Background: an optimization exercise with open tools, aiming at small area, a short achievable clock period and few clock cycles. Do not read the settings as production practice. In this exercise RTL edits were held to simulation tests only and were not proved equivalent to the original. Power is estimated from default activity; no workload was simulated.

## flow/run.sh

```bash
#!/bin/bash
# Layout: the standard flow (standard.sh) with its settings from
# config.mk, except that the port buffers are plain buf_2 cells (ORFS's
# buffer_ports otherwise picks the clkdlybuf4s50 delay cell).
# standard.sh's output goes to standard.log; ORFS keeps each step's log
# under its own logs folder.
set -e
printf '\nexport BUFFER_PORTS_ARGS = -buffer_cell sky130_fd_sc_hd__buf_2\n' >> config.mk
bash standard.sh > standard.log 2>&1
```

## constraint.sdc

```tcl
create_clock -name core_clock -period 25.0 [get_ports {clk}]
set_input_delay 5.0000 -clock core_clock [delete_from_list [all_inputs] [get_ports {clk}]]
set_output_delay 5.0000 -clock core_clock [all_outputs]
set_load 0.01 [all_outputs]
```

## standard.sh

```bash
#!/bin/bash
# synth_recipe.tcl (not shown) runs the flow's synth.tcl, then flattens the netlist and writes it again
# the make line also repeats each setting of config.mk as NAME=value (left out here)
make -C /OpenROAD-flow-scripts/flow DESIGN_CONFIG=/design/flow/config.mk WORK_HOME=/design/flow/orfs CLKGATE_MAP_FILE= SYNTH_SCRIPT=/design/flow/synth_recipe.tcl "${@:-finish}"
```

## config.mk

```make
export PLATFORM = sky130hd
export DESIGN_NAME = signifl
export DESIGN_NICKNAME = signifl
export VERILOG_FILES = /design/flow/design.v
export SDC_FILE = /design/flow/constraint.sdc
export NUM_CORES = 4
export LEC_CHECK = 0
export CAP_MARGIN = 30
export CELL_PAD_IN_SITES_DETAIL_PLACEMENT = 2
export CELL_PAD_IN_SITES_GLOBAL_PLACEMENT = 2
export CORE_MARGIN = 2
export CORE_UTILIZATION = 25
export CTS_CLUSTER_DIAMETER = 120
export CTS_CLUSTER_SIZE = 20
export PLACE_DENSITY = 0.35
export SLEW_MARGIN = 40

export BUFFER_PORTS_ARGS = -buffer_cell sky130_fd_sc_hd__buf_2
```

## design.v

```verilog
module signifl (
    input             clk,
    input             rst,
    input             start,
    input      [1:0]  op,
    input      [63:0] a,
    input      [63:0] b,
    output            ready,
    output reg        done,
    output reg [2:0]  status,
    output reg [63:0] r0,
    output reg [63:0] r1,
    output reg [63:0] r2
);
    localparam [2:0] S_OK = 3'd0, S_INV_UNC = 3'd1, S_INV_MAG = 3'd2,
                     S_ZERO_NF = 3'd3, S_RANGE = 3'd4, S_UNREP = 3'd5,
                     S_ILLEGAL = 3'd7;
    localparam [3:0] E_IDLE = 4'd0, E_MUL = 4'd1, E_FIN1 = 4'd2,
                     E_X5A = 4'd4, E_X5B = 4'd5, E_X5C = 4'd6,
                     E_DIVA = 4'd7, E_DIVB = 4'd8, E_WAIT = 4'd9, E_SET = 4'd10;
    localparam W  = 126;    
    localparam AW = 186;    
    function [52:0] upfill(input [52:0] v);
        reg [52:0] s;
        begin
            s = v;
            s = s | (s << 1);
            s = s | (s << 2);
            s = s | (s << 4);
            s = s | (s << 8);
            s = s | (s << 16);
            s = s | (s << 32);
            upfill = s;
        end
    endfunction
    function [51:0] downfill(input [51:0] v);
        reg [51:0] s;
        begin
            s = v;
            s = s | (s >> 1);
            s = s | (s >> 2);
            s = s | (s >> 4);
            s = s | (s >> 8);
            s = s | (s >> 16);
            s = s | (s >> 32);
            downfill = s;
        end
    endfunction
    function [5:0] enc53(input [52:0] oh);
        integer i;
        begin
            enc53 = 6'd0;
            for (i = 0; i < 53; i = i + 1)
                enc53 = enc53 | (oh[i] ? i[5:0] : 6'd0);
        end
    endfunction
    function [52:0] dec53(input [5:0] p);
        integer i;
        begin
            for (i = 0; i < 53; i = i + 1)
                dec53[i] = (p == i);
        end
    endfunction
    function [125:0] prom(input [5:0] idx);
        prom =
            ({126{idx == 6'd0}} & 126'h20000000000000000000000000000000) |
            ({126{idx == 6'd1}} & 126'h33333333333333333333333333333334) |
            ({126{idx == 6'd2}} & 126'h28f5c28f5c28f5c28f5c28f5c28f5c29) |
            ({126{idx == 6'd3}} & 126'h20c49ba5e353f7ced916872b020c49bb) |
            ({126{idx == 6'd4}} & 126'h346dc5d63886594af4f0d844d013a92b) |
            ({126{idx == 6'd5}} & 126'h29f16b11c6d1e108c3f3e0370cdc8755) |
            ({126{idx == 6'd6}} & 126'h218def416bdb1a6d698fe69270b06c44) |
            ({126{idx == 6'd7}} & 126'h35afe535795e90af0f4ca41d811a46d4) |
            ({126{idx == 6'd8}} & 126'h2af31dc4611873bf3f70834acdae9f10) |
            ({126{idx == 6'd9}} & 126'h225c17d04dad2965cc5a02a23e254c0d) |
            ({126{idx == 6'd10}} & 126'h36f9bfb3af7b756fad5cd10396a21347) |
            ({126{idx == 6'd11}} & 126'h2bfaffc2f2c92abfbde3da69454e75d3) |
            ({126{idx == 6'd12}} & 126'h3a352944000000000000000000000000) |
            ({126{idx == 6'd13}} & 126'h246139ca800000000000000000000000) |
            ({126{idx == 6'd14}} & 126'h2d79883d200000000000000000000000) |
            ({126{idx == 6'd15}} & 126'h38d7ea4c680000000000000000000000) |
            ({126{idx == 6'd16}} & 126'h2386f26fc10000000000000000000000) |
            ({126{idx == 6'd17}} & 126'h2c68af0bb14000000000000000000000) |
            ({126{idx == 6'd18}} & 126'h3782dace9d9000000000000000000000) |
            ({126{idx == 6'd19}} & 126'h22b1c8c1227a00000000000000000000) |
            ({126{idx == 6'd20}} & 126'h2b5e3af16b1880000000000000000000) |
            ({126{idx == 6'd21}} & 126'h3635c9adc5dea0000000000000000000) |
            ({126{idx == 6'd22}} & 126'h21e19e0c9bab24000000000000000000) |
            ({126{idx == 6'd23}} & 126'h2a5a058fc295ed000000000000000000) |
            ({126{idx == 6'd24}} & 126'h34f086f3b33b68400000000000000000) |
            ({126{idx == 6'd25}} & 126'h21165458500521280000000000000000) |
            ({126{idx == 6'd26}} & 126'h295be96e640669720000000000000000) |
            ({126{idx == 6'd38}} & 126'h295be96e640669720000000000000000) |
            ({126{idx == 6'd39}} & 126'h21165458500521280000000000000000) |
            ({126{idx == 6'd40}} & 126'h34f086f3b33b68400000000000000000) |
            ({126{idx == 6'd41}} & 126'h2a5a058fc295ed000000000000000000) |
            ({126{idx == 6'd42}} & 126'h21e19e0c9bab24000000000000000000) |
            ({126{idx == 6'd43}} & 126'h3635c9adc5dea0000000000000000000) |
            ({126{idx == 6'd44}} & 126'h2b5e3af16b1880000000000000000000) |
            ({126{idx == 6'd45}} & 126'h22b1c8c1227a00000000000000000000) |
            ({126{idx == 6'd46}} & 126'h3782dace9d9000000000000000000000) |
            ({126{idx == 6'd47}} & 126'h2c68af0bb14000000000000000000000) |
            ({126{idx == 6'd48}} & 126'h2386f26fc10000000000000000000000) |
            ({126{idx == 6'd49}} & 126'h38d7ea4c680000000000000000000000) |
            ({126{idx == 6'd50}} & 126'h2d79883d200000000000000000000000) |
            ({126{idx == 6'd51}} & 126'h246139ca800000000000000000000000) |
            ({126{idx == 6'd52}} & 126'h3a352944000000000000000000000000) |
            ({126{idx == 6'd53}} & 126'h2e90edd0000000000000000000000000) |
            ({126{idx == 6'd54}} & 126'h2540be40000000000000000000000000) |
            ({126{idx == 6'd55}} & 126'h3b9aca00000000000000000000000000) |
            ({126{idx == 6'd56}} & 126'h2faf0800000000000000000000000000) |
            ({126{idx == 6'd57}} & 126'h2625a000000000000000000000000000) |
            ({126{idx == 6'd58}} & 126'h3d090000000000000000000000000000) |
            ({126{idx == 6'd59}} & 126'h30d40000000000000000000000000000) |
            ({126{idx == 6'd60}} & 126'h27100000000000000000000000000000) |
            ({126{idx == 6'd61}} & 126'h3e800000000000000000000000000000) |
            ({126{idx == 6'd62}} & 126'h32000000000000000000000000000000) |
            ({126{idx == 6'd63}} & 126'h28000000000000000000000000000000);
    endfunction
    function [7:0] pcon(input [5:0] idx);
        pcon =
            ({8{idx == 6'd0}} & 8'd125) |
            ({8{idx == 6'd1}} & 8'd128) |
            ({8{idx == 6'd2}} & 8'd130) |
            ({8{idx == 6'd3}} & 8'd132) |
            ({8{idx == 6'd4}} & 8'd135) |
            ({8{idx == 6'd5}} & 8'd137) |
            ({8{idx == 6'd6}} & 8'd139) |
            ({8{idx == 6'd7}} & 8'd142) |
            ({8{idx == 6'd8}} & 8'd144) |
            ({8{idx == 6'd9}} & 8'd146) |
            ({8{idx == 6'd10}} & 8'd149) |
            ({8{idx == 6'd11}} & 8'd151) |
            ({8{idx == 6'd12}} & 8'd98) |
            ({8{idx == 6'd13}} & 8'd95) |
            ({8{idx == 6'd14}} & 8'd93) |
            ({8{idx == 6'd15}} & 8'd91) |
            ({8{idx == 6'd16}} & 8'd88) |
            ({8{idx == 6'd17}} & 8'd86) |
            ({8{idx == 6'd18}} & 8'd84) |
            ({8{idx == 6'd19}} & 8'd81) |
            ({8{idx == 6'd20}} & 8'd79) |
            ({8{idx == 6'd21}} & 8'd77) |
            ({8{idx == 6'd22}} & 8'd74) |
            ({8{idx == 6'd23}} & 8'd72) |
            ({8{idx == 6'd24}} & 8'd70) |
            ({8{idx == 6'd25}} & 8'd67) |
            ({8{idx == 6'd26}} & 8'd65) |
            ({8{idx == 6'd38}} & 8'd65) |
            ({8{idx == 6'd39}} & 8'd67) |
            ({8{idx == 6'd40}} & 8'd70) |
            ({8{idx == 6'd41}} & 8'd72) |
            ({8{idx == 6'd42}} & 8'd74) |
            ({8{idx == 6'd43}} & 8'd77) |
            ({8{idx == 6'd44}} & 8'd79) |
            ({8{idx == 6'd45}} & 8'd81) |
            ({8{idx == 6'd46}} & 8'd84) |
            ({8{idx == 6'd47}} & 8'd86) |
            ({8{idx == 6'd48}} & 8'd88) |
            ({8{idx == 6'd49}} & 8'd91) |
            ({8{idx == 6'd50}} & 8'd93) |
            ({8{idx == 6'd51}} & 8'd95) |
            ({8{idx == 6'd52}} & 8'd98) |
            ({8{idx == 6'd53}} & 8'd100) |
            ({8{idx == 6'd54}} & 8'd102) |
            ({8{idx == 6'd55}} & 8'd105) |
            ({8{idx == 6'd56}} & 8'd107) |
            ({8{idx == 6'd57}} & 8'd109) |
            ({8{idx == 6'd58}} & 8'd112) |
            ({8{idx == 6'd59}} & 8'd114) |
            ({8{idx == 6'd60}} & 8'd116) |
            ({8{idx == 6'd61}} & 8'd119) |
            ({8{idx == 6'd62}} & 8'd121) |
            ({8{idx == 6'd63}} & 8'd123);
    endfunction
    reg         rdy;         
    reg         rdy_o;       
    reg         v_q;
    wire        stall_a;     
    reg  [1:0]  op_q;
    reg  [63:0] a_q, b_q;
    assign ready = rdy_o;
    always @(posedge clk) begin
        if (!stall_a) begin
            op_q <= op;
            a_q  <= a;
            b_q  <= b;
        end
        if (rst)           v_q <= 1'b0;
        else if (!stall_a) v_q <= start & rdy;
    end
    wire        sa = a_q[63];
    wire [10:0] ea = a_q[62:52];
    wire [51:0] fa = a_q[51:0];
    wire        sb = b_q[63];
    wire [10:0] eb = b_q[62:52];
    wire [51:0] fb = b_q[51:0];
    wire a_den  = (ea == 11'd0);
    wire b_den  = (eb == 11'd0);
    wire a_zero = a_den && (fa == 52'd0);
    wire a_fin  = (ea != 11'h7FF);
    wire b_zero = b_den && (fb == 52'd0);
    wire b_fin  = (eb != 11'h7FF);
    wire [52:0] ma   = {!a_den, fa};                                    
    wire [10:0] ea1  = a_den ? 11'd1 : ea;                              
    wire [51:0] fa_dn = downfill(fa);
    wire [51:0] fb_dn = downfill(fb);
    wire [51:0] fb_oh = fb_dn & ~(fb_dn >> 1);
    wire [5:0]  fa_hi = enc53({1'b0, fa_dn & ~(fa_dn >> 1)});
    wire [5:0]  fb_hi = enc53({1'b0, fb_oh});
    wire signed [12:0] la_b = a_den ? $signed({7'd0, fa_hi}) - 13'sd51 : $signed({2'b0, ea});
    wire signed [12:0] lb_b = b_den ? $signed({7'd0, fb_hi}) - 13'sd51 : $signed({2'b0, eb});
    wire               a_maxf = (a_q[62:0] == 63'h7FEFFFFFFFFFFFFF);
    wire signed [12:0] d_enc  = la_b - lb_b;                           
    wire               eps_le971 = (lb_b <= 13'sd1994);                
    wire               eps_min   = b_den && (fb_hi == 6'd0);           
    wire [2:0]  enc_pre = (!b_fin || b_zero || sb) ? S_INV_UNC :
                          !a_fin ? S_INV_MAG :
                          (a_maxf && eps_le971) ? S_RANGE :
                          eps_min ? S_UNREP : S_OK;
    wire [52:0] m_up   = upfill(ma);                                    
    wire [52:0] step53 = m_up & ~(m_up << 1);                           
    wire [5:0]  t_a    = enc53(step53);
    wire        m_one  = ((ma & ~step53) == 53'd0);                     
    wire        dec_ovf = (ea == 11'd2046) && ((ma | ~m_up) == {53{1'b1}});
    wire [2:0]  dec_st = (!a_fin || a_zero) ? S_ZERO_NF : (dec_ovf ? S_RANGE : S_OK);
    wire [27:0] ge_p   = {17'd0, ea1} * 28'd78913;
    reg  [21:0] gt_p;
    integer gi;
    always @* begin
        gt_p = 22'd0;
        for (gi = 0; gi < 53; gi = gi + 1)
            gt_p = gt_p | (step53[gi] ? gi * 78913 : 22'd0);
    end
    wire [27:0] ge_c   = ge_p - 28'd84831475;
    wire [2:0]  drnd_pre = (!a_fin || a_zero) ? S_ZERO_NF :
                           (a_q[62:0] == 63'h7FE0000000000000) ? S_RANGE : S_OK;
    wire        b_np   = !sb && !b_den && (fb == 52'd0);                
    wire        b_sp   = !sb && b_den && (fb != 52'd0) && (fb == fb_oh);  
    reg         v1;
    reg  [1:0]  op1;
    reg  [63:0] a1;
    reg  [2:0]  enc_pre1, dec_st1, drnd_pre1;
    reg  [12:0] la1, lb1;
    reg  [5:0]  lb6, fb_hi1, t_a1;
    reg  [10:0] eb1;
    reg         b_den1, m_one1, b_np1, b_sp1, a_zero1;
    reg  [27:0] ge1;
    reg  [21:0] gt1;
    always @(posedge clk) begin
        if (rst) v1 <= 1'b0;
        else     v1 <= v_q && !stall_a;
        op1       <= op_q;
        a1        <= a_q;
        enc_pre1  <= enc_pre;
        la1       <= la_b;
        lb1       <= lb_b;
        lb6       <= lb_b[5:0];
        a_zero1   <= a_zero;
        eb1       <= eb;
        fb_hi1    <= fb_hi;
        b_den1    <= b_den;
        t_a1      <= t_a;
        m_one1    <= m_one;
        dec_st1   <= dec_st;
        ge1       <= ge_c;
        gt1       <= gt_p;
        drnd_pre1 <= drnd_pre;
        b_np1     <= b_np;
        b_sp1     <= b_sp;
    end
    wire        sa1  = a1[63];
    wire [10:0] ea1r = a1[62:52];
    wire [52:0] ma1  = {ea1r != 11'd0, a1[51:0]};
    wire [10:0] ea11 = (ea1r == 11'd0) ? 11'd1 : ea1r;
    wire [11:0] sd1  = {1'b0, ea11} + {6'd0, t_a1};                     
    wire [27:0] g_sum = ge1 + {6'd0, gt1};
    wire [12:0] d_enc1  = la1 - lb1;
    wire [2:0]  enc_st1 = (enc_pre1 != S_OK) ? enc_pre1 :
                          (!a_zero1 && !d_enc1[12] && (d_enc1[11:0] >= 12'd52)) ? S_UNREP : S_OK;
    wire [1:0]  enc_md1 = a_zero1 ? 2'd0 : (d_enc1[12] ? 2'd1 : 2'd2);
    wire [5:0]  enc_p1  = lb6 - ea11[5:0] + 6'd51;                      
    wire [12:0] bx       = {2'd0, eb1} + 13'd51 - {2'd0, ea11};
    wire [12:0] by       = {7'd0, fb_hi1} - {2'd0, ea11};
    wire        sd_nrm_f = ({1'b0, ea11} >= 12'd52) || ({1'b0, ea11[5:0]} + {1'b0, t_a1} >= 7'd52);
    wire        b_ok     = sd_nrm_f ? (b_np1 && (bx == {7'd0, t_a1})) : (b_sp1 && (by == {7'd0, t_a1}));
    wire [2:0]  drnd_st  = (drnd_pre1 != S_OK) ? drnd_pre1 : (b_ok ? S_OK : S_INV_UNC);
    wire        drnd_go  = v1 && (op1 == 2'b10) && (drnd_pre1 == S_OK) && b_ok;
    wire [2:0]  st_b2 = (op1 == 2'b00) ? enc_st1 : (op1 == 2'b01) ? dec_st1 :
                        (op1 == 2'b10) ? drnd_st : S_ILLEGAL;
    wire [25:0] u_b2  = (op1 == 2'b00) ? {enc_md1, enc_p1, b_den1, fb_hi1, eb1} :
                                         {7'd0, m_one1, t_a1, sd1};
    localparam DL = 5;
    reg  [DL-1:0] vd;
    reg  [1:0]    opd [0:DL-1];
    reg  [63:0]   ad  [0:DL-1];
    reg  [2:0]    std [0:DL-1];
    reg  [25:0]   ud  [0:DL-1];
    integer di;
    always @(posedge clk) begin
        if (rst) vd <= {DL{1'b0}};
        else     vd <= {vd[DL-2:0], v1 && !drnd_go};
        opd[0] <= op1;
        ad[0]  <= a1;
        std[0] <= st_b2;
        ud[0]  <= u_b2;
        for (di = 1; di < DL; di = di + 1) begin
            opd[di] <= opd[di-1];
            ad[di]  <= ad[di-1];
            std[di] <= std[di-1];
            ud[di]  <= ud[di-1];
        end
    end
    wire        v2   = vd[DL-1];
    wire [1:0]  op2  = opd[DL-1];
    wire [63:0] a2   = ad[DL-1];
    wire [2:0]  st2  = std[DL-1];
    wire [25:0] u2   = ud[DL-1];
    wire [1:0]  enc_md2 = u2[25:24];
    wire [5:0]  enc_p2  = u2[23:18];
    wire        b_den2  = u2[17];
    wire [5:0]  fb_hi2  = u2[16:11];
    wire [10:0] eb2     = u2[10:0];
    wire        m_one2  = u2[18];
    wire [5:0]  t_a2    = u2[17:12];
    wire [11:0] sd2     = u2[11:0];
    wire        sa2  = a2[63];
    wire [52:0] ma2  = {a2[62:52] != 11'd0, a2[51:0]};
    wire [10:0] eb2_m1   = eb2 - 11'd1;
    wire [63:0] enc_half = b_den2 ? {11'd0, dec53(fb_hi2)} >> 1 :
                           (eb2 == 11'd1) ? {12'd0, 1'b1, 51'd0} : {1'b0, eb2_m1, 52'd0};
    wire [52:0] p_oh     = dec53(enc_p2);
    wire [52:0] p_up     = upfill(p_oh);                                
    wire [52:0] enc_frac = (ma2 & p_up & ~p_oh) | p_oh;
    wire [63:0] enc_y    = (st2 != S_OK) ? 64'd0 :
                           (enc_md2 == 2'd0) ? enc_half :
                           (enc_md2 == 2'd1) ? {sa2, enc_half[62:0]} : {sa2, a2[62:52], enc_frac[51:0]};
    wire [62:0] step     = {10'd0, dec53(t_a2)};
    reg  [62:0] lowm;
    integer li;
    always @* begin
        for (li = 0; li < 63; li = li + 1)
            lowm[li] = (li < t_a2);
    end
    wire [63:0] outer    = {sa2, (a2[62:0] | lowm) + 63'd1};
    wire [63:0] inner    = m_one2 ? 64'd0 : {sa2, a2[62:0] ^ step};
    wire [10:0] sd_e     = sd2[10:0] - 11'd51;
    wire        sd_nrm   = (sd2 >= 12'd52);
    wire [63:0] dec_delta = sd_nrm ? {1'b0, sd_e, 52'd0} : {11'd0, dec53(sd2[5:0])};
    wire signed [11:0] g_a = {{2{g_sum[27]}}, g_sum[27:18]};
    wire [11:0] sdx    = {1'b0, ea11} + {6'd0, t_a1};
    wire        jneg   = (sdx < 12'd1075);
    wire        g_hi   = (sdx >= 12'd1165);
    wire        g_lo   = (sdx <= 12'd988);
    wire        big_k  = g_hi || g_lo;
    wire        divm   = (sdx >= 12'd1115);
    wire [5:0]  pidx   = g_hi ? 6'd26 : (g_lo ? 6'd38 : g_a[5:0]);
    wire [8:0]  kk26   = jneg ? ~g_a[8:0] - 9'd25 : g_a[8:0] - 9'd26;  
    reg  [3:0]    est;
    reg  [W-1:0]  P;
    reg  [AW-1:0] S, C;      
    reg  [57:0]   M;         
    reg  [7:0]    D;         
    reg           ci;        
    reg  [8:0]    cnt;       
    reg  [9:0]    cnt2;      
    reg  [2:0]    eo;        
    reg           neg;
    reg           dmode;
    reg  [11:0]   gq;
    reg  [5:0]    pidq;      
    reg           bigq;      
    reg  [11:0]   sdq;
    reg  [5:0]    taq;
    wire [11:0]   c2_mul = gq - sdq + 12'd1074;
    wire [11:0]   c2_div = sdq - gq - {6'd0, taq} - 12'd1021;
    reg           short;     
    function [2*AW-1:0] csa(input [AW-1:0] x, input [AW-1:0] y, input [AW-1:0] z);
        begin
            csa[AW-1:0]    = x ^ y ^ z;
            csa[2*AW-1:AW] = ((x & y) | (x & z) | (y & z)) << 1;
        end
    endfunction
    wire [AW-1:0] pp0 = {{(AW-W){1'b0}}, P & {W{D[0]}}};
    wire [AW-1:0] pp1 = {{(AW-W){1'b0}}, P & {W{D[1]}}} << 1;
    wire [AW-1:0] pp2 = {{(AW-W){1'b0}}, P & {W{D[2]}}} << 2;
    wire [AW-1:0] pp3 = {{(AW-W){1'b0}}, P & {W{D[3]}}} << 3;
    wire [AW-1:0] pp4 = {{(AW-W){1'b0}}, P & {W{D[4]}}} << 4;
    wire [AW-1:0] pp5 = {{(AW-W){1'b0}}, P & {W{D[5]}}} << 5;
    wire [AW-1:0] pp6 = {{(AW-W){1'b0}}, P & {W{D[6]}}} << 6;
    wire [AW-1:0] pp7 = {{(AW-W){1'b0}}, P & {W{D[7]}}} << 7;
    wire [AW-1:0] sx  = {S[AW-9:0], 8'd0};
    wire [AW-1:0] cx  = {C[AW-9:0], 8'd0};
    wire [2*AW-1:0] l1a = csa(sx, cx, pp0);
    wire [2*AW-1:0] l1b = csa(pp1, pp2, pp3);
    wire [2*AW-1:0] l1c = csa(pp4, pp5, pp6);
    wire [2*AW-1:0] l2a = csa(l1a[AW-1:0], l1a[2*AW-1:AW], l1b[AW-1:0]);
    wire [2*AW-1:0] l2b = csa(l1b[2*AW-1:AW], l1c[AW-1:0], l1c[2*AW-1:AW]);
    wire [2*AW-1:0] l3a = csa(l2a[AW-1:0], l2a[2*AW-1:AW], l2b[AW-1:0]);
    wire [2*AW-1:0] l3b = csa(l2b[2*AW-1:AW], pp7, l3a[AW-1:0]);
    wire [2*AW-1:0] l4  = csa(l3b[AW-1:0], l3b[2*AW-1:AW], l3a[2*AW-1:AW]);
    wire [AW-1:0]   ms  = l4[AW-1:0];
    wire [AW-1:0]   mc  = l4[2*AW-1:AW];
    wire [AW-1:0] cpa     = S + C + {{(AW-1){1'b0}}, ci};
    wire          inv     = ~S[127];                                   
    wire [AW-1:0] pmv     = {{(AW-128){1'b0}}, inv, inv, P ^ {W{inv}}};
    reg           f2;
    reg  [64:0]   Z;
    reg  [3:0]    sel2;
    reg           neg2;
    reg  [11:0]   gq2;
    wire [68:0]   win    = {4'd0, Z} >> sel2;
    wire [57:0]   qv     = win[57:0];
    wire [56:0]   hx     = qv[57:1] ^ {57{neg2}};
    wire          hc     = qv[0] ^ neg2;
    reg  [56:0]   hp;        
    integer hi;
    always @* begin
        hp = hx;
        for (hi = 1; hi < 57; hi = hi * 2)
            hp = hp & ((hp << hi) | ((57'd1 << hi) - 57'd1));
    end
    wire [56:0]   hs     = hx ^ ({hp[55:0], 1'b1} & {57{hc}});
    wire [63:0]   n_out  = {{7{neg2}}, hs};
    reg  [3:0]    est_n;
    wire          setup  = (est == E_IDLE) || (est == E_FIN1);
    wire [57:0]   m_n    = (est == E_SET) ? M : {M[49:0], 8'd0};
    always @* begin
        est_n = est;
        case (est)
            E_IDLE, E_FIN1: est_n = drnd_go ? E_SET : E_IDLE;
            E_SET:  est_n = bigq ? E_X5A : (dmode ? E_DIVA : E_MUL);
            E_MUL:  if (M == 58'd0) est_n = short ? E_WAIT : E_FIN1;
            E_WAIT: est_n = E_FIN1;
            E_X5A:  est_n = E_X5B;
            E_X5B:  est_n = E_X5C;
            E_X5C:  est_n = (cnt != 9'd1) ? E_X5A : (dmode ? E_DIVA : E_MUL);
            E_DIVA: est_n = E_DIVB;
            E_DIVB: est_n = (cnt2 == 10'd1) ? E_FIN1 : E_DIVA;
            default: est_n = E_IDLE;
        endcase
    end
    wire eng_free = (est_n == E_IDLE) || (est_n == E_FIN1);
    wire eng_free_a = (est == E_IDLE) || (est == E_FIN1) || (est == E_WAIT) ||
                      ((est == E_MUL) && (M == 58'd0) && !short) ||
                      ((est == E_DIVB) && (cnt2 == 10'd1));
    assign stall_a = v_q && (op_q == 2'b10) && !eng_free_a;
    wire rdy_e = (est_n == E_SET && !big_k && !divm && ma1[20:0] == 21'd0) ||
                 (est_n == E_MUL && m_n[25:0] == 26'd0);
    wire rdy_n = !((start && rdy && op == 2'b10) || (v_q && op_q == 2'b10)) &&
                 (eng_free || rdy_e);
    wire rdy_no = !((start && rdy_o && op == 2'b10) || (v_q && op_q == 2'b10)) &&
                  (eng_free || rdy_e);
    always @(posedge clk) begin
        if (rst) begin
            est   <= E_IDLE;
            rdy   <= 1'b1;
            rdy_o <= 1'b1;
        end else begin
            est   <= est_n;
            rdy   <= rdy_n;
            rdy_o <= rdy_no;
        end
        case (est)
            E_MUL, E_X5A: begin
                S <= ms;
                C <= mc;
            end
            E_WAIT: ;
            E_X5B, E_DIVB: begin
                S <= cpa;
                C <= {AW{1'b0}};
            end
            E_DIVA: begin
                S <= {S[AW-2:0], M[57]};
                C <= pmv;
            end
            default: begin
                S <= {AW{1'b0}};
                C <= {AW{1'b0}};
            end
        endcase
        case (est)
            E_IDLE, E_FIN1: begin
                neg   <= sa1;
                gq    <= g_a;
                dmode <= divm;
                eo    <= t_a1[2:0] + 3'd3;
                pidq  <= pidx;
                bigq  <= big_k;
                cnt   <= kk26;
                sdq   <= sd1;
                taq   <= t_a1;
                short <= !big_k && !divm && (ma1[44:0] == 45'd0);
                if (big_k || divm) begin
                    D <= 8'd5;
                    M <= {ma1, 5'd0};
                end else begin
                    D <= ma1[52:45];
                    M <= {ma1[44:0], 13'd0};
                end
            end
            E_MUL: begin
                D <= M[57:50];
                M <= {M[49:0], 8'd0};
            end
            E_X5C: begin
                P    <= S[W+2] ? S[W+2:3] : S[W+1:2];
                cnt2 <= cnt2 - (S[W+2] ? 10'd3 : 10'd2);
                cnt  <= cnt - 9'd1;
                if (cnt == 9'd1 && !dmode) begin
                    D <= M[57:50];
                    M <= {M[49:0], 8'd0};
                end
            end
            E_DIVA: ;
            E_DIVB: begin
                M    <= {M[56:0], ~cpa[127]};
                cnt2 <= cnt2 - 10'd1;
            end
            default: ;
        endcase
        if (est == E_SET) begin
            P    <= prom(pidq);
            cnt2 <= (dmode ? c2_div[9:0] : c2_mul[9:0]) + {2'd0, pcon(pidq)};
        end
        if (rst) f2 <= 1'b0;
        else     f2 <= (est == E_FIN1);
        Z    <= dmode ? {7'd0, M} : cpa[AW-1:121];
        sel2 <= dmode ? 4'd0 : cnt2[3:0] + 4'd7 + {1'b0, eo};
        neg2 <= neg;
        gq2  <= gq;
        ci    <= (est == E_DIVA) & inv;
    end
    reg [2:0]  b_status;
    reg [63:0] b_r0, b_r1, b_r2;
    always @* begin
        b_r0 = 64'd0;
        b_r1 = 64'd0;
        b_r2 = 64'd0;
        b_status = st2;
        case (op2)
            2'b00: b_r0 = enc_y;
            2'b01: begin
                if (st2 == S_OK) begin
                    b_r0 = dec_delta;
                    b_r1 = sa2 ? outer : inner;
                    b_r2 = sa2 ? inner : outer;
                end
            end
            default: ;
        endcase
    end
    wire fin = f2;
    always @(posedge clk) begin
        if (rst) done <= 1'b0;
        else     done <= fin || v2;
        status <= fin ? S_OK : b_status;
        r0     <= fin ? n_out : b_r0;
        r1     <= fin ? {{52{gq2[11]}}, gq2} : b_r1;
        r2     <= fin ? 64'd0 : b_r2;
    end
endmodule
```

==> flow_metrics.tcl, run 1 <==
set metrics [dict create \
    status "finished clean" \
    rsz0062_at_grt "false" \
    rows 262 \
    cts.hold.buffers_added 0 \
    hpwlAfterDp_mm 522 \
    worst_slack_ps 18240 \
    gr-usage-all-layers_pct 24.9 \
    p_per_area_nw_per_um2 55.1 \
    grt_pass1_wl_mm 932 \
    ys_seq_area_share_pct 32.3 \
    design.core.area_um2 509000 \
    number_of_flops_mapped_to_enable_cells_by_yosys 752 \
    final_cells 20237 \
    post_synth_inst_count 13588 \
    cts.path.max_buffers 4 \
    layout.cells.most_common_list "1360 x nand2_1, 1330 x inv_1, 1092 x fa_1" \
    place_worst_setup_slack_ps 18300 \
    critical_path_class "flop to flop" \
    cts.repair.resized 0 \
    finish.utilization_pct 27.7 \
    syn_area_per_cell_um2 9.39 \
    dp_cells 20018 \
    detail-route-antenna-nets 0 \
    final_hold_viol_count 0 \
    numCtsBuffers 113 \
    initial_utilization_pct 25.1 \
    grt_antenna_before_repair 85 \
    cts.clk_slew.worst_paths_ps 90 \
    accumulated_negative_setup_slack_ps 0 \
    total_overflow_reported_by_the_global_router 0 \
    synth_top_flop_cell "dfxtp_1" \
    synth_nets 15410 \
    synth_cell_type_count 113 \
    min-delay-path-class "flop to flop" \
    routed_vias_inst 5.18 \
    holdPathStages 0 \
    yosys.area.top_type_share_pct 17.7 \
    timing.critical_path.to_type "flop" \
    ratio_of_final_minimum_period_to_clock_period_pct 27.0 \
    grt_max_degree 127 \
    drt_drc_violations_left 0 \
    die_x_um 718 \
    detail_route.first_pass.iterations 7 \
    cts_setup_buffers 0 \
    holdPathEnd "ad[1][55]" \
    power_leakage_nw 57.8 \
    drtIter0Drc 7501 \
    critical_path_required_ps 25770 \
    cts_root_buffer "clkbuf_16" \
    ys_top_cells_by_area "edfxtp_1 18%, fa_1 17%, dfxtp_1 15%, ha_1 5.9%, nand2_1 4.0%" \
    timing.clock.skew_ps 58.6 \
    routed_wirelength_mm 658 \
    top_level_ports 330 \
    slew_limit_fails 0 \
    place.port_buffers 329 \
    final_nets 15232 \
    min_period_ps 6760 \
    wl_per_cell_um 32.5 \
    worst_r2r_startpoint "ud[4][15]" \
    first_global_vias 115322 \
    dr_total_vias 104916 \
    synth.cell_area_um2 128000 \
    max_cap_viol_count 0 \
    floorplan.die_area_um2 516000 \
    tritoncts "yes" \
    ff2ff_setup_slack_ps 18240 \
    r2r_end "r1[60]" \
    synthDominantAreaCellType "edfxtp_1" \
    yosysWarnings 5 \
    worstRegToRegCells 20 \
    fraction_of_final_layout_cells_with_drive_strength_greater_than_1_pct 8.03 \
    setup_violations 0 \
    path_max_fanout 52 \
    hold_start "ad[0][55]" \
    die_height_um 718 \
    postSynthRegisterBits 1682 \
    ir_worst_vdd_mv 0.0565 \
    synthToLayoutAreaGrowth_pct 10.4 \
    upper_clock_frequency_limit_mhz 148 \
    worstSkewPairLatency_ps 940 \
    final_common_cell "nand2_1" \
    tightest_slew_ps 1040 \
    critPathLaunch "ud[4][15]" \
    critical_path_arrival_ps 7530 \
    setup.worst_path.start_class "flop" \
    htree_num_levels 3 \
    clock_sink_count 1682 \
    final_estimated_routing_congestion_in_global_placement 0.862 \
    async_reset_ff_share_pct 0 \
    timing.max_slew.rel_slack_pct 30.6 \
]
-- cells in the mapped netlist (236+ instances only) --
cell type / count
dfxtp_1: 930
a21oi_1: 746
xor2_1: 307
inv_1: 1334
edfxtp_1: 752
nand2_1: 1366
clkbuf_1: 683
fa_1: 1092
o22ai_1: 236
nor2_1: 812
and2_1: 683
mux2i_1: 250
xnor2_1: 321
ha_1: 597
o21ai_0: 702
-- worst max path at each step --
stage / to / slack, ps / cells past startpoint
after floorplan: C[0] / 15450 / 3
final: r1[60] / 18240 / 20
after global placement: S[183] / 14550 / 15
after global routing: ge1[27] / 17800 / 22
after detailed placement: ge1[27] / 18300 / 22
after CTS: ge1[27] / 18230 / 22
-- power by group --
group	total, mW	switching (mW)	leakage, nW	internal (mW)
Sequential	3.19	0.182	16.2	3.01
Clock	2.02	1.13	1.69	0.891
Combinational	2.55	1.68	39.9	0.879
Total	7.76	2.99	57.8	4.78
-- sequential cells by signal, indices dropped and copies added, names as in the netlist, 11 cells and up --
signal	count
Z	65
eb1	11
C	186
ge1	28
a_q	64
a1	64
b_q	64
std	15
ad	320
ud	130
r0	64
P	126
gt1	18
la1	12
r1	64
r2	64
M	58
S	186
-- per-stage QoR --
| stage | power [mW] | cell area (um^2) | hold WS (ps) |
|---|---|---|---|
| floorplan | 4.69 | 128000 | 310 |
| global placement | 5.75 | 136000 | 311 |
| detailed placement | 5.81 | 137000 | 314 |
| CTS | 7.87 | 141000 | 314 |
| global route | 8.19 | 141000 | 316 |
| finish | 7.76 | 141000 | 305 |
-- worst max-delay path, stage by stage (launching register included) --
cell      delay, ps
dfxtp_2         330
buf_4           550
or2_0           420
nor3_1           80
buf_4           210
nand2_1         210
nor2_1          110
inv_1           100
ha_1            240
nand4_1         450
nor4b_2         430
buf_4           230
nand4_1         210
nor3_1          410
and3_1          660
nand2_1         310
nor2_1          640
nand2_1         220
o21ai_1         180
o311ai_1        150
a221o_1         330
-- per-layer routing --
layer | vias up | part of all wire (%) | track usage, %
met5 | - | 0.0020 | 0
li1 | 46207 | - | -
met4 | 2 | 1.8 | 4.02
met1 | 56189 | 50 | 37.3
met2 | 2105 | 45 | 39.6
met3 | 413 | 3.3 | 1.76
-- cell type report --
class,instances,area [um^2]
Timing Repair Buffer,604,4100
Tap cell,6732,8420
Antenna cell,25,62.6
Fill cell,56673,368000
Clock inverter,37,414
Multi-Input combinational cell,9672,78500
Sequential cell,1682,41200
Inverter,1337,5020
Clock buffer,148,3070
-- cells by family after synthesis --
family	count (synthesis)	synth area share, %
compound gates	2941	14.7
flops	1682	32.3
simple gates	4053	15.5
fa+ha+maj	1696	23.0
mux	354	3.59
buf+inv	2234	6.62
xor+xnor	628	4.31
Testbench counts, summed over its fixed seeds: cycles 6,782.
==> run 2, diff against run 1 <==
--- a/design.v
+++ b/design.v
@@ -448,7 +448,8 @@
     wire rdy_e = (est_n == E_SET && !big_k && !divm && ma1[20:0] == 21'd0) ||
                  (est_n == E_MUL && m_n[25:0] == 26'd0);
-    wire rdy_n = !((start && rdy && op == 2'b10) || (v_q && op_q == 2'b10)) &&
+    wire fast_a = !stall_a && (t_a >= 6'd29) && (ea1 >= 11'd960) && (ea1 <= 11'd1062);
+    wire rdy_n = !((start && rdy && op == 2'b10) || (v_q && op_q == 2'b10 && !fast_a)) &&
                  (eng_free || rdy_e);
-    wire rdy_no = !((start && rdy_o && op == 2'b10) || (v_q && op_q == 2'b10)) &&
+    wire rdy_no = !((start && rdy_o && op == 2'b10) || (v_q && op_q == 2'b10 && !fast_a)) &&
                   (eng_free || rdy_e);
     always @(posedge clk) begin
--- a/config.mk
+++ b/config.mk
@@ -11,6 +11,6 @@
 export CORE_MARGIN = 2
 export CORE_UTILIZATION = 25
-export CTS_CLUSTER_DIAMETER = 120
-export CTS_CLUSTER_SIZE = 20
+export CTS_CLUSTER_DIAMETER = 100
+export CTS_CLUSTER_SIZE = 16
 export PLACE_DENSITY = 0.35
 export SLEW_MARGIN = 40
==> run 2 against run 1 <==
  * Still clean
  * Clock-buffer cell count increased by 55
  * Hold slack got worse by 35 ps
  * Die area decreased by 0.64%
  * Synthesized cell count decreased by 0.67%
  * Sequential share of layout area decreased by 0.13 points
  * Register-to-register slack got worse by 70 ps
  * Global-route usage decreased by 0.13 points
  * Critical path type unchanged
  * Critical endpoint is now S[136]
  * Highest routed layer unchanged
==> flow_metrics.tcl, run 2 <==
set metrics [dict create \
    cts.hold.buffers_added 0 \
    synthToLayoutAreaGrowth_pct 11.6 \
    synth_commonest_cells "1440 x nand2_1, 1350 x inv_1, 1092 x fa_1" \
    top_level_ports 330 \
    ys_top_cells_by_area "edfxtp_1 18%, fa_1 17%, dfxtp_1 15%, ha_1 6.0%, nand2_1 4.3%" \
    cts.path.max_buffers 4 \
    grt_pass1_wl_mm 918 \
    upper_clock_frequency_limit_mhz 147 \
    dp_cells 19885 \
    path_max_fanout 6 \
    first_global_vias 113850 \
    finalPower_mw 7.84 \
    grt_antenna_before_repair 73 \
    yosys.area.top_type_share_pct 17.8 \
    tightest_slew_ps 972 \
    routed_wirelength_mm 647 \
    place_area_um2 136000 \
    slew_limit_fails 0 \
    final_common_cell "nand2_1" \
    rows 261 \
    hold_start "ud[1][9]" \
    finish.instance_area_um2 141000 \
    timing.clock.skew_ps 124 \
    p_per_area_nw_per_um2 55.4 \
    ys_seq_area_share_pct 32.5 \
    worstRegToRegCells 19 \
    final_nets 15180 \
    critical_path_arrival_ps 7470 \
    ff2ff_setup_slack_ps 18170 \
    syn_area_per_cell_um2 9.39 \
    post_synth_inst_count 13497 \
    final_cells 20197 \
    gr-usage-all-layers_pct 24.8 \
    numCtsBuffers 161 \
    final_estimated_routing_congestion_in_global_placement 0.866 \
    worstSkewPairLatency_ps 950 \
    clock_sink_count 1682 \
    number_of_flops_mapped_to_enable_cells_by_yosys 752 \
    synthMostInstantiatedCell "nand2_1" \
    critical_path_class "flop to flop" \
    hpwlAfterDp_mm 510 \
    rsz0062_at_grt "false" \
    cts.clk_slew.worst_paths_ps 80 \
    cts_setup_buffers 0 \
    registers_with_the_most_flip_flops "ad: 320 flops, C: 186 flops, S: 186 flops" \
    final_hold_viol_count 0 \
    max_flop_register "ad" \
    total_overflow_reported_by_the_global_router 0 \
    cts.repair.resized 0 \
    layout.cells.most_common_list "1434 x nand2_1, 1347 x inv_1, 1092 x fa_1" \
    worst_r2r_startpoint "C[0]" \
    drtIter0Drc 6971 \
    detail-route-antenna-nets 0 \
    die_x_um 716 \
    accumulated_negative_setup_slack_ps 0 \
    design.core.area_um2 505000 \
    async_reset_ff_share_pct 0 \
    synth_top_flop_cell "dfxtp_1" \
    holdPathStages 0 \
    tritoncts "yes" \
    die_height_um 716 \
    routed_vias_inst 5.12 \
    synth.cell_area_um2 127000 \
    postSynthRegisterBits 1682 \
    fraction_of_final_layout_cells_with_drive_strength_greater_than_1_pct 8.13 \
    place.port_buffers 329 \
    critPathLaunch "C[0]" \
    yosysWarnings 5 \
    dr_total_vias 103470 \
    finish.utilization_pct 28.0 \
    cts_root_buffer "clkbuf_16" \
    min-delay-path-class "flop to flop" \
    status "finished clean" \
    final.hold.worst_slack_ps 270 \
    power_leakage_nw 58.2 \
    synthDominantAreaCellType "edfxtp_1" \
    wl_per_cell_um 32.0 \
    synth_cell_type_count 100 \
    setup.worst_path.start_class "flop" \
    grt_max_degree 134 \
    ratio_of_final_minimum_period_to_clock_period_pct 27.3 \
    setup_violations 0 \
    synth_nets 15326 \
    holdPathEnd "ud[2][9]" \
    timing.critical_path.to_type "flop" \
    htree_num_levels 4 \
    worst_slack_ps 18170 \
    max_cap_viol_count 0 \
    initial_utilization_pct 25.1 \
    largest_register_ff_count 320 \
    place_worst_setup_slack_ps 18160 \
    detail_route.first_pass.iterations 5 \
    drt_drc_violations_left 0 \
    critical_path_required_ps 25640 \
    min_period_ps 6830 \
    timing.max_slew.rel_slack_pct 34.5 \
    r2r_end "S[136]" \
    floorplan.die_area_um2 513000 \
    ir_worst_vdd_mv 0.0501 \
]
-- run 2: critical path, stage by stage, from the launching register on --
cell and delay, ps:
edfxtp_1 380, inv_1 80, fa_1 470, fa_1 440, nand2b_1 200, a21oi_1 290, o21ai_0 350, o31ai_1 700
a21oi_1 160, buf_4 210, o21a_1 450, o21ba_2 370, o21ai_0 430, a21boi_0 300, nor3_1 240, o21ai_0 310
o31ai_2 640, a21boi_0 260, xor2_1 210, o21ai_0 100
-- run 2: worst max path at each step --
stage	to	slack, ps	cells after the start
6_report	S[136]	18170	19
2_1_floorplan	rdy_o	7050	7
5_1_grt	S[136]	17780	19
4_1_cts	S[136]	18230	19
3_3_place_gp	S[136]	17720	19
3_5_place_dp	S[136]	18160	19
-- run 2: layer usage --
metal	wire, um	vias to the layer above	global-route usage [%]
met5	49	-	0
met4	10200	10	3.64
met3	21000	404	1.92
met2	291000	1939	39.3
met1	325000	55269	37.2
li1	-	45848	-
-- run 2: power breakdown --
part / switching (mW) / total [mW] / internal [mW]
Combinational: 1.32 / 2.04 / 0.717
Clock: 1.30 / 2.61 / 1.32
Sequential: 0.190 / 3.19 / 3.00
-- run 2: logic make-up (layout without fill, tap and decap cells) --
group | after synthesis | count (layout) | share of synthesized area (%)
simple gates | 4013 | 4013 | 15.2
compound gates | 2878 | 2878 | 14.2
buf+inv | 2218 | 2184 | 6.65
fa+ha+maj | 1703 | 1703 | 23.3
flops | 1682 | 1682 | 32.5
xor+xnor | 634 | 634 | 4.38
mux | 369 | 369 | 3.79
other cells | 0 | 28 | 0
-- run 2: area by class of cell --
cell class	count	area [um^2]
clock inverter	72	856
timing repair buffer	554	3850
inverter	1355	5090
fill	56026	364000
antenna	28	70.1
tap	6706	8390
multi-input combinational	9597	77700
clock buffer	203	4330
sequential	1682	41200
Testbench counts of run 2, summed over its fixed seeds: cycles 6,568.
==> run 3, diff against run 2 <==
--- a/design.v
+++ b/design.v
@@ -225,5 +225,5 @@
     wire        dec_ovf = (ea == 11'd2046) && ((ma | ~m_up) == {53{1'b1}});
     wire [2:0]  dec_st = (!a_fin || a_zero) ? S_ZERO_NF : (dec_ovf ? S_RANGE : S_OK);
-    wire [27:0] ge_p   = {17'd0, ea1} * 28'd78913;
+    wire [27:0] ge_p   = a_den ? 28'd78913 : {17'd0, ea} * 28'd78913;
     reg  [21:0] gt_p;
     integer gi;
@@ -448,5 +448,5 @@
     wire rdy_e = (est_n == E_SET && !big_k && !divm && ma1[20:0] == 21'd0) ||
                  (est_n == E_MUL && m_n[25:0] == 26'd0);
-    wire fast_a = !stall_a && (t_a >= 6'd29) && (ea1 >= 11'd960) && (ea1 <= 11'd1062);
+    wire fast_a = !stall_a && (fa[28:0] == 29'd0) && (ea1 >= 11'd960) && (ea1 <= 11'd1062);
     wire rdy_n = !((start && rdy && op == 2'b10) || (v_q && op_q == 2'b10 && !fast_a)) &&
                  (eng_free || rdy_e);
--- a/config.mk
+++ b/config.mk
@@ -10,8 +10,8 @@
 export CELL_PAD_IN_SITES_GLOBAL_PLACEMENT = 2
 export CORE_MARGIN = 2
-export CORE_UTILIZATION = 25
+export CORE_UTILIZATION = 45
 export CTS_CLUSTER_DIAMETER = 100
 export CTS_CLUSTER_SIZE = 16
-export PLACE_DENSITY = 0.35
+export PLACE_DENSITY = 0.6
 export SLEW_MARGIN = 40
 
==> run 3 against run 2 <==
  * Global-route usage increased by 17 points
  * Flip-flop and latch count unchanged
  * Die area decreased by 44%
  * First-iteration DRC count increased by 65%
  * Synthesized cell count increased by 2.0%
  * Core utilization increased by 21 points
  * Via count increased by 8.6%
  * Maximum frequency increased by 5.1%
  * Hold slack improved by 1.0 ps
  * Register-to-register slack improved by 330 ps
  * Clock power decreased by 12%
  * Critical endpoint is now S[172]
==> flow_metrics.tcl, run 3 <==
set metrics [dict create \
    hpwlAfterDp_mm 471 \
    critical_path_required_ps 25620 \
    cp_cell_sequence "inv_1 -> fa_1 -> fa_1 -> nand2b_1 -> a21oi_1 -> o21ai_0 -> a31oi_1 -> o2111ai_1 -> a2111oi_2 -> o2111ai_1 -> a31oi_1 -> a21oi_1 -> o21ai_0 -> a31oi_1 -> xor2_1 -> o21ai_0" \
    floorplan.die_area_um2 289000 \
    post_synth_inst_count 13767 \
    worst_r2r_startpoint "C[0]" \
    synth_cell_type_count 94 \
    numCtsBuffers 140 \
    number_of_flops_mapped_to_enable_cells_by_yosys 752 \
    largest_register_ff_count 320 \
    drt_drc_violations_left 0 \
    crit_buf_inv 1 \
    power_leakage_nw 57.6 \
    finish.utilization_pct 48.6 \
    htree_num_levels 4 \
    rows 195 \
    crit_path_top_delay_cell "a2111oi_2" \
    yosysWarnings 5 \
    place.port_buffers 329 \
    synth_nets 15588 \
    timing.critical_path.max_delay_family "compound AO/OA/AOI/OAI gates" \
    min_period_ps 6490 \
    tritoncts "yes" \
    cts.repair.resized 0 \
    die_x_um 538 \
    drtIter0Drc 11514 \
    final.hold.worst_slack_ps 271 \
    first_global_vias 123508 \
    postSynthRegisterBits 1682 \
    timing.critical_path.to_type "flop" \
    setup.worst_path.start_class "flop" \
    grt_max_degree 140 \
    max_flop_register "ad" \
    hold_start "ud[1][0]" \
    total_overflow_reported_by_the_global_router 0 \
    wl_per_cell_um 35.2 \
    routed_wirelength_mm 611 \
    fraction_of_final_layout_cells_with_drive_strength_greater_than_1_pct 7.39 \
    fillCellCount 29624 \
    ys_top_cells_by_area "edfxtp_1 18%, fa_1 17%, dfxtp_1 15%, ha_1 5.9%, inv_1 4.3%" \
    slew_limit_fails 0 \
    routed_vias_inst 6.47 \
    seqCellArea_um2 41200 \
    critPathLaunch "C[0]" \
    p_per_area_nw_per_um2 66.9 \
    dr_total_vias 112371 \
    synth_commonest_cells "1456 x inv_1, 1411 x nand2_1, 1088 x fa_1" \
    ratio_of_final_minimum_period_to_clock_period_pct 26.0 \
    final_nets 15358 \
    synthDominantAreaCellType "edfxtp_1" \
    initial_utilization_pct 45.3 \
    layout.cells.most_common_list "1456 x inv_1, 1406 x nand2_1, 1088 x fa_1" \
    syn_area_per_cell_um2 9.30 \
    synthToLayoutAreaGrowth_pct 7.38 \
    cts.clk_slew.worst_paths_ps 90 \
    path_max_fanout 4 \
    rsz0062_at_grt "false" \
    synth.cell_area_um2 128000 \
    synth_top_flop_cell "dfxtp_1" \
    detail_route.first_pass.iterations 9 \
    accumulated_negative_setup_slack_ps 0 \
    die_height_um 538 \
    critical-path-max-stage-delay_ps 950 \
    final_cells 17381 \
    cts.hold.buffers_added 0 \
    ys_seq_area_share_pct 32.2 \
    worstSkewPairLatency_ps 940 \
    ir_worst_vdd_mv 0.0566 \
    max_cap_viol_count 0 \
    grt_pass1_wl_mm 884 \
    async_reset_ff_share_pct 0 \
    tightest_slew_ps 1080 \
    status "finished clean" \
    critical_path_class "flop to flop" \
    top_level_ports 330 \
    critical_path_arrival_ps 7110 \
    min-delay-path-class "flop to flop" \
    timing.clock.skew_ps 117 \
    setup_violations 0 \
    final_hold_viol_count 0 \
    cts_setup_buffers 0 \
    dp_cells 17133 \
    cts.path.max_buffers 4 \
    registers_with_the_most_flip_flops "ad: 320 flops, C: 186 flops, S: 186 flops" \
    cts_root_buffer "clkbuf_16" \
    synthMostInstantiatedCell "inv_1" \
    design.core.area_um2 283000 \
    yosys.area.top_type_share_pct 17.6 \
    final_estimated_routing_congestion_in_global_placement 1.01 \
    final_common_cell "inv_1" \
    grt_antenna_before_repair 59 \
    multi_input_gate_area_in_the_final_layout_um2 78400 \
    clock_sink_count 1682 \
    timing.max_slew.rel_slack_pct 26.9 \
    detail-route-antenna-nets 0 \
    gr-usage-all-layers_pct 41.6 \
    upper_clock_frequency_limit_mhz 154 \
]
[run 3: layer usage]
metal  track usage (%)  up-vias  wire [um]
li1                  -    46515          -
met2              68.9     5472     291000
met4              23.9       34      41000
met3              6.95     1707      42600
met5                 0        -        226
met1              51.2    58643     236000
[run 3: cells by family after synthesis]
| kind of cell | count (synthesis) | share of synthesized area [%] |
|---|---|---|
| muxes | 385 | 3.85 |
| buffers and inverters | 2362 | 6.96 |
| AOI/OAI and AO/OA | 2920 | 14.3 |
| and+or+nand+nor | 4081 | 15.4 |
| DFF | 1682 | 32.2 |
| adders and majority gates | 1693 | 22.9 |
| xor gates and xnor gates | 644 | 4.40 |
[run 3: worst paths after layout]
check | endpoint | slack, ps | depth (start not counted)
worst max-delay path | S[172] | 18510 | 16
worst min-delay path | ud[2][0] | 270 | 0
worst max register to register | S[172] | 18510 | 16
worst min register to register | ud[2][0] | 270 | 0
[run 3: metrics by stage]
stage               worst slack, ps  power (mW)  cell area [um^2]
floorplan                      9730        5.28            128000
global placement              18690        6.53            133000
detailed placement            18900        6.84            133000
CTS                           18530        9.12            137000
global route                  18480        9.55            137000
finish                        18510        9.20            138000
[run 3: cell type report]
class	count	area share, %
multi-input cells	9723	57.0
clock inverters	35	0.337
clock buffers	188	2.74
well taps	3743	3.41
inverters	1462	3.99
diodes	20	0.0364
repair buffers	528	2.52
flip-flops and latches	1682	30.0
[run 3: where the power goes]
part           internal, mW  switching [mW]
registers              3.01           0.187
clock network          1.11            1.19
logic                  1.34            2.36
Testbench counts of run 3, summed over its fixed seeds: cycles 6,568.
==> run 4, diff against run 3 <==
--- a/design.v
+++ b/design.v
@@ -405,5 +405,6 @@
     wire          inv     = ~S[127];                                   
     wire [AW-1:0] pmv     = {{(AW-128){1'b0}}, inv, inv, P ^ {W{inv}}};
-    reg           f2;
+    reg           f1, f2;
+    reg           dm2;
     reg  [64:0]   Z;
     reg  [3:0]    sel2;
@@ -424,5 +425,7 @@
     wire [63:0]   n_out  = {{7{neg2}}, hs};
     reg  [3:0]    est_n;
-    wire          setup  = (est == E_IDLE) || (est == E_FIN1);
+    wire          last_mul = (est == E_MUL) && (M == 58'd0) && !short;
+    wire          setup  = (est == E_IDLE) || (est == E_FIN1) || last_mul;
+    wire          f1_n   = last_mul || (est == E_WAIT) || ((est == E_DIVB) && (cnt2 == 10'd1));
     wire [57:0]   m_n    = (est == E_SET) ? M : {M[49:0], 8'd0};
     always @* begin
@@ -431,5 +434,5 @@
             E_IDLE, E_FIN1: est_n = drnd_go ? E_SET : E_IDLE;
             E_SET:  est_n = bigq ? E_X5A : (dmode ? E_DIVA : E_MUL);
-            E_MUL:  if (M == 58'd0) est_n = short ? E_WAIT : E_FIN1;
+            E_MUL:  if (M == 58'd0) est_n = short ? E_WAIT : (drnd_go ? E_SET : E_FIN1);
             E_WAIT: est_n = E_FIN1;
             E_X5A:  est_n = E_X5B;
@@ -444,4 +447,5 @@
     wire eng_free_a = (est == E_IDLE) || (est == E_FIN1) || (est == E_WAIT) ||
                       ((est == E_MUL) && (M == 58'd0) && !short) ||
+                      ((est == E_MUL) && (M != 58'd0) && (M[49:0] == 50'd0) && !short) ||
                       ((est == E_DIVB) && (cnt2 == 10'd1));
     assign stall_a = v_q && (op_q == 2'b10) && !eng_free_a;
@@ -482,6 +486,5 @@
             end
         endcase
-        case (est)
-            E_IDLE, E_FIN1: begin
+        if (setup) begin
                 neg   <= sa1;
                 gq    <= g_a;
@@ -501,5 +504,5 @@
                     M <= {ma1[44:0], 13'd0};
                 end
-            end
+        end else case (est)
             E_MUL: begin
                 D <= M[57:50];
@@ -526,10 +529,18 @@
             cnt2 <= (dmode ? c2_div[9:0] : c2_mul[9:0]) + {2'd0, pcon(pidq)};
         end
-        if (rst) f2 <= 1'b0;
-        else     f2 <= (est == E_FIN1);
-        Z    <= dmode ? {7'd0, M} : cpa[AW-1:121];
-        sel2 <= dmode ? 4'd0 : cnt2[3:0] + 4'd7 + {1'b0, eo};
-        neg2 <= neg;
-        gq2  <= gq;
+        if (rst) begin
+            f1 <= 1'b0;
+            f2 <= 1'b0;
+        end else begin
+            f1 <= f1_n;
+            f2 <= f1;
+        end
+        if (f1_n) begin
+            sel2 <= dmode ? 4'd0 : cnt2[3:0] + 4'd7 + {1'b0, eo};
+            neg2 <= neg;
+            gq2  <= gq;
+            dm2  <= dmode;
+        end
+        Z    <= dm2 ? {7'd0, M} : cpa[AW-1:121];
         ci    <= (est == E_DIVA) & inv;
     end
==> run 4 against run 3 <==
  * Still clean on timing, DRC and antenna
  * Register-to-register slack got worse by 180 ps
  * Maximum frequency down 2.7%
  * Total power decreased by 2.2%
  * Die area grew 0.80%
  * Global-route usage rose by 2.2 points
  * Final area rose by 0.73%
  * Clock skew fell by 21 ps
  * Setup slack worse by 180 ps
  * Wire length rose by 6.5%
  * Final cell count is 1.7% higher
==> flow_metrics.tcl, run 4 <==
set metrics [dict create \
    cts.hold.buffers_added 0 \
    async_reset_ff_share_pct 0 \
    timing.critical_path.to_type "flop" \
    critical_path_class "flop to flop" \
    cts_setup_buffers 0 \
    max_flop_register "ad" \
    drt_drc_violations_left 0 \
    yosysWarnings 5 \
    layout.cells.most_common_list "1607 x nand2_1, 1515 x inv_1, 1088 x fa_1" \
    ys_top_cells_by_area "edfxtp_1 18%, fa_1 17%, dfxtp_1 14%, ha_1 5.8%, nand2_1 4.7%" \
    setup.worst_path.start_class "flop" \
    synth_top_flop_cell "dfxtp_1" \
    min-delay-path-class "flop to flop" \
    clock_sink_count 1684 \
    top_level_ports 330 \
    yosys.area.top_type_share_pct 17.9 \
    slew_limit_fails 0 \
    synthMostInstantiatedCell "nand2_1" \
    drtIter0Drc 11956 \
    multi_input_gate_area_in_the_final_layout_um2 79000 \
    registers_with_the_most_flip_flops "ad: 320 flops, C: 186 flops, S: 186 flops" \
    htree_num_levels 4 \
    timing.max_slew.rel_slack_pct 34.2 \
    detail_route.first_pass.iterations 7 \
    wl_per_cell_um 36.8 \
    first_global_vias 129100 \
    power_leakage_nw 58.1 \
    grt_max_degree 159 \
    critical_path_arrival_ps 7420 \
    fillCellCount 29968 \
    ratio_of_final_minimum_period_to_clock_period_pct 26.7 \
    die_x_um 540 \
    grt_antenna_before_repair 60 \
    initial_utilization_pct 45.3 \
    max_cap_viol_count 0 \
    synthDominantAreaCellType "edfxtp_1" \
    synthToLayoutAreaGrowth_pct 7.30 \
    routed_wirelength_mm 651 \
    synth_cell_type_count 95 \
    rsz0062_at_grt "false" \
    upper_clock_frequency_limit_mhz 150 \
    final_estimated_routing_congestion_in_global_placement 1.02 \
    synth_nets 15859 \
    worst_slack_ps 18330 \
    final_cells 17679 \
    synth.cell_area_um2 129000 \
    status "finished clean" \
    place.port_buffers 329 \
    tightest_slew_ps 983 \
    rows 196 \
    detail-route-antenna-nets 0 \
    seqCellArea_um2 41400 \
    ff2ff_setup_slack_ps 18330 \
    synth_commonest_cells "1609 x nand2_1, 1515 x inv_1, 1088 x fa_1" \
    cts.clk_slew.worst_paths_ps 80 \
    post_synth_inst_count 14038 \
    floorplan.die_area_um2 291000 \
    path_max_fanout 10 \
    cts_root_buffer "clkbuf_16" \
    fraction_of_final_layout_cells_with_drive_strength_greater_than_1_pct 7.18 \
    hpwlAfterDp_mm 490 \
    numCtsBuffers 142 \
    setup_violations 0 \
    total_overflow_reported_by_the_global_router 0 \
    tritoncts "yes" \
    routed_vias_inst 6.60 \
    largest_register_ff_count 320 \
    number_of_flops_mapped_to_enable_cells_by_yosys 768 \
    final_nets 15624 \
    dp_cells 17415 \
    p_per_area_nw_per_um2 65.0 \
    grt_pass1_wl_mm 937 \
    gr-usage-all-layers_pct 43.8 \
    postSynthRegisterBits 1684 \
    accumulated_negative_setup_slack_ps 0 \
    critical_path_required_ps 25750 \
    final_hold_viol_count 0 \
    timing.clock.skew_ps 96.4 \
    ys_seq_area_share_pct 32.1 \
    min_period_ps 6670 \
    cts.path.max_buffers 4 \
    cts.repair.resized 0 \
    syn_area_per_cell_um2 9.20 \
    ir_worst_vdd_mv 0.0513 \
    die_height_um 540 \
    worstSkewPairLatency_ps 920 \
    design.core.area_um2 285000 \
    dr_total_vias 116699 \
    final_common_cell "nand2_1" \
    place_worst_setup_slack_ps 18610 \
]
[run 4: cell count changes after synthesis, moves of 18 or more]
cell | before | now
and3_1 | 45 | 85
inv_1 | 1456 | 1515
nand2b_1 | 118 | 67
nor3_1 | 264 | 229
nand2_1 | 1411 | 1609
mux2i_1 | 269 | 241
a31oi_1 | 121 | 168
a22oi_1 | 148 | 115
clkbuf_1 | 697 | 715
and2_1 | 656 | 678
[run 4: worst paths after layout]
kind                  start   endpoint  cells past startpoint
setup / recovery    a_q[55]    ge1[26]                     21
hold / removal    opd[0][0]  opd[1][0]                      0
setup reg to reg    a_q[55]    ge1[26]                     21
hold reg to reg   opd[0][0]  opd[1][0]                      0
[run 4: logic make-up after synthesis]
kind of cell / share of synthesized area (%)
multiplexers: 3.53
flip-flops: 32.1
buffers and inverters: 7.09
AO/OA/AOI/OAI: 14.4
adder cells (fa/ha/maj): 22.7
AND/OR/NAND/NOR: 15.9
XOR/XNOR: 4.34
[run 4: layout make-up]
class,count,share of cell area (%)
antenna,23,0.0415
clock buffer,193,2.76
clock inverter,42,0.311
inverter,1526,4.15
multi-input combinational,9926,57.0
sequential,1684,29.9
tap,3762,3.40
timing repair buffer,523,2.41
[run 4: critical path, cell delays in order (launching register included)]
cell	delay, ps
edfxtp_1	720
inv_1	270
ha_1	350
inv_1	50
ha_1	270
inv_1	70
fa_1	610
inv_1	80
fa_1	400
fa_1	480
ha_1	250
or3_1	400
nor3_1	380
o31ai_1	210
a21o_1	240
a2111oi_0	560
nor3_1	200
a21o_1	220
a21oi_1	210
xor2_1	300
nor2_1	110
xor2_1	170
[run 4: report_power, final]
part / switching (mW) / total [mW] / internal [mW] / leakage, nW
combinational: 2.25 / 3.47 / 1.22 / 40.1
clock: 1.22 / 2.33 / 1.11 / 2.06
sequential: 0.193 / 3.20 / 3.01 / 15.9
[run 4: per-layer routing]
metal,vias to the layer above,GRT usage (%),share of wire [%]
met5,-,0,0.044
met4,40,28.7,7.7
met3,2237,8.79,7.9
met2,6548,72.7,48
met1,60469,51.3,37
li1,47405,-,-
[run 4: stage by stage]
| stage | power [mW] | cell area, um^2 | utilization (%) | hold WS, ps |
|---|---|---|---|---|
| final | 9.00 | 139000 | 48.6 | 286 |
| after global routing | 9.28 | 138000 | 48.6 | 297 |
| after detailed placement | 6.52 | 134000 | 47.0 | 313 |
| after global placement | 6.19 | 134000 | 46.9 | 311 |
| after CTS | 8.88 | 138000 | 48.5 | 294 |
| after floorplan | 5.07 | 129000 | - | 310 |
Testbench counts of run 4, summed over its fixed seeds: cycles 6,005.

==> re-timing with driven ports <==
No port has a modelled driver above. Below, the same layouts with a new extraction and two added sets of constraints.
Step 1 (the two cells are an assumption about what drives the block):
set clk [get_ports {clk}]
set_driving_cell -lib_cell sky130_fd_sc_hd__clkbuf_16 $clk
set_driving_cell -lib_cell sky130_fd_sc_hd__buf_2 [delete_from_list [all_inputs] $clk]
Step 2 moves the port delays by t, midway between the first and last clock arrival at a register: inputs arrive t later, outputs are due t later. That takes back most of the time a late clock gives input paths.
Slacks: ideal ports / drivers / drivers and shift; pairs: ideal ports / drivers.
run | t (ns) | setup slack, ns | worst register clock-pin slew, ns | worst data-port slew with drivers (ns) | pins driven straight from the clock port
run 1 | 1.018 | 18.240 / 18.240 / 18.240 | 0.11 / 0.11 | 0.09 | 1
run 2 | 1.001 | 18.174 / 18.174 / 18.174 | 0.09 / 0.09 | 0.17 | 1
run 3 | 0.990 | 18.508 / 18.452 / 18.508 | 0.10 / 0.10 | 0.08 | 1
run 4 | 0.984 | 18.326 / 18.326 / 18.326 | 0.10 / 0.10 | 0.23 | 1
After both steps every run listed still meets setup and hold.
